Context: an optimization exercise on an open-source flow, tuned for small area, a short achievable clock period and few clock cycles. The choices shown serve that exercise and are no tape-out recipe. Function was checked by simulation only, so behaviour that the tests miss may differ from the original. Power and IR drop assume default switching activity.

==> flow/design.v (excerpt) <==
module elf_cu (
    input  wire        clk,
    input  wire        rst,
    input  wire        in_valid,
    output wire        in_ready,
    input  wire [1:0]  in_op,
    input  wire [63:0] in_data,
    input  wire [6:0]  in_nbits,
    output wire        out_valid,
    input  wire        out_ready,
    output wire [63:0] out_data,
    output wire        out_last,
    output wire [3:0]  out_bytes
);
Settings: LEC_CHECK=0, CAP_MARGIN=20, CORE_MARGIN=2, CORE_UTILIZATION=40, PLACE_DENSITY=0.7, SLEW_MARGIN=20; clock period 11.0 ns.
standard.sh (not shown) runs the stock make flow with config.mk's settings and CLKGATE_MAP_FILE= SYNTH_SCRIPT=/design/flow/synth_recipe.tcl, a recipe that flattens the netlist after the stock synthesis.
==> flow/flow/run.sh <==
#!/bin/bash
# Standard layout with: timing repair aiming for SETUP_SLACK_MARGIN ns of setup slack (a
# shorter period than the 11 ns clock; constraints unchanged), buf_2 as the port buffers,
# and a clock tree of clkbuf_8 without dummy loads.
set -euo pipefail
bash standard.sh SETUP_SLACK_MARGIN=7.58 \
  "BUFFER_PORTS_ARGS=-buffer_cell sky130_fd_sc_hd__buf_2" \
  "CTS_ARGS=-sink_clustering_enable -repair_clock_nets -dont_use_dummy_load -buf_list sky130_fd_sc_hd__clkbuf_8 -sink_clustering_size 16 -sink_clustering_max_diameter 60" \
  finish > standard_flow.log 2>&1
The first run passed the timing, design-rule and antenna checks.
Testbench counts at the start, summed over its fixed seeds: cycles 39,274.
Edit:
- PLACE_DENSITY: 0.7 -> unset
Design area is higher by 0.86%.
Utilization is higher by 0.38 points.
Area after synthesis does not change.
Worst hold slack gains 0.031 ns.
Wire length is higher by 7.7%.
Count of clock-buffer cells in the layout is higher by 3.
Die area stays the same.
Edit:
--- a/flow/flow/run.sh
+++ b/flow/flow/run.sh
@@ -5,3 +5,3 @@
 set -euo pipefail
-bash standard.sh SETUP_SLACK_MARGIN=7.58 \
+bash standard.sh SETUP_SLACK_MARGIN=7.66 \
   "BUFFER_PORTS_ARGS=-buffer_cell sky130_fd_sc_hd__buf_2" \
After rerunning: Synthesized area stays the same. Critical path depth is unchanged. Sequential power is about the same. Clock skew goes up by 0.037 ns. Die area is unchanged.
Edit:
==> flow/flow/run.sh (replaced) <==
#!/bin/bash
# Standard layout with: timing repair aiming for SETUP_SLACK_MARGIN ns of setup slack (a
# shorter period than the 11 ns clock; constraints unchanged), buf_2 as the port buffers,
# and a clock tree without dummy loads, clustered into larger leaf groups.
set -euo pipefail
bash standard.sh SETUP_SLACK_MARGIN=7.5 \
  "BUFFER_PORTS_ARGS=-buffer_cell sky130_fd_sc_hd__buf_2" \
  "CTS_ARGS=-sink_clustering_enable -repair_clock_nets -dont_use_dummy_load -sink_clustering_size 24 -sink_clustering_max_diameter 80" \
  finish > standard_flow.log 2>&1
Outcome:
- The new run passed the timing, design-rule and antenna checks
- routed wire length is lower by 4.1%
- count of clock-buffer cells in the layout decreases by 20
- non-clock buffer count falls by 43
- combinational power drops by about 4%
- area after synthesis does not change
- power came out higher by 0.60%
- clock skew went down by 0.036 ns
- hold slack gets better by 0.022 ns
- critical path depth rises by 5
- worst setup slack improved by 0.078 ns
- core utilization went down by 0.66 points
Edit:
==> flow/flow/run.sh (replaced) <==
#!/bin/bash
# Standard layout with: timing repair aiming for SETUP_SLACK_MARGIN ns of setup slack (a
# shorter period than the 11 ns clock; constraints unchanged), buf_2 as the port buffers,
# and a clock tree of clkbuf_8 without dummy loads.
set -euo pipefail
bash standard.sh SETUP_SLACK_MARGIN=7.42 \
  "BUFFER_PORTS_ARGS=-buffer_cell sky130_fd_sc_hd__buf_2" \
  "CTS_ARGS=-sink_clustering_enable -repair_clock_nets -dont_use_dummy_load -buf_list sky130_fd_sc_hd__clkbuf_8 -sink_clustering_size 16 -sink_clustering_max_diameter 60" \
  finish > standard_flow.log 2>&1
What happened: The changed run completed without violations. Routed wire length decreases by 3.3%. Cell area decreases by 1.3%. Synthesized area is unchanged. Synthesized cell count stays the same. First-iteration DRC count decreases by 3.5%.
Edit:
--- a/flow/flow/run.sh
+++ b/flow/flow/run.sh
@@ -5,3 +5,3 @@
 set -euo pipefail
-bash standard.sh SETUP_SLACK_MARGIN=7.42 \
+bash standard.sh SETUP_SLACK_MARGIN=7.5 \
   "BUFFER_PORTS_ARGS=-buffer_cell sky130_fd_sc_hd__buf_2" \
After rerunning:
- die area does not change
- critical path depth came out lower by 7
- first-iteration DRC count went up by a few percent
- via count went up slightly
- maximum frequency came out higher slightly
- wire length rises by a few percent
- non-clock buffer count went up by 19
- flip-flop and latch count does not change
- cell area climbs slightly
- power climbs slightly

## port drivers added, routing unchanged
How much do the figures lean on ideal ports? The routed layouts below were timed once more, with nothing changed but the port constraints. Step 1 sets driving cells, clkbuf_16 on the clock port and buf_2 on the other inputs (assumed; they add their load-dependent delay and slew). Step 2 also shifts input and output timing later by t, the mid clock arrival at the registers, as if the neighbouring blocks saw the same clock. a / b / c = no drivers / after step 1 / after step 2; a / b = the first two.
| run | shift t [ns] | slack for setup (ns) | worst setup path at the end | pins driven straight from the clock port |
|---|---|---|---|---|
| the first run | 0.712 | 7.508 / 7.452 / 6.948 | input to register | 1 |
| the second run | 0.720 | 7.542 / 7.484 / 7.065 | input to register | 1 |
| the third run | 0.721 | 7.446 / 7.386 / 7.067 | input to register | 1 |
| the fourth run | 0.620 | 7.523 / 7.491 / 7.077 | input to register | 1 |
| the fifth run | 0.692 | 7.466 / 7.463 / 6.938 | input to register | 1 |
| the sixth run | 0.703 | 7.521 / 7.463 / 6.946 | input to register | 1 |
After both steps every run listed still meets setup and hold. For the sixth run, which loses most, drivers alone change the setup slack by -0.058 ns; drivers and shift together by -0.575 ns.
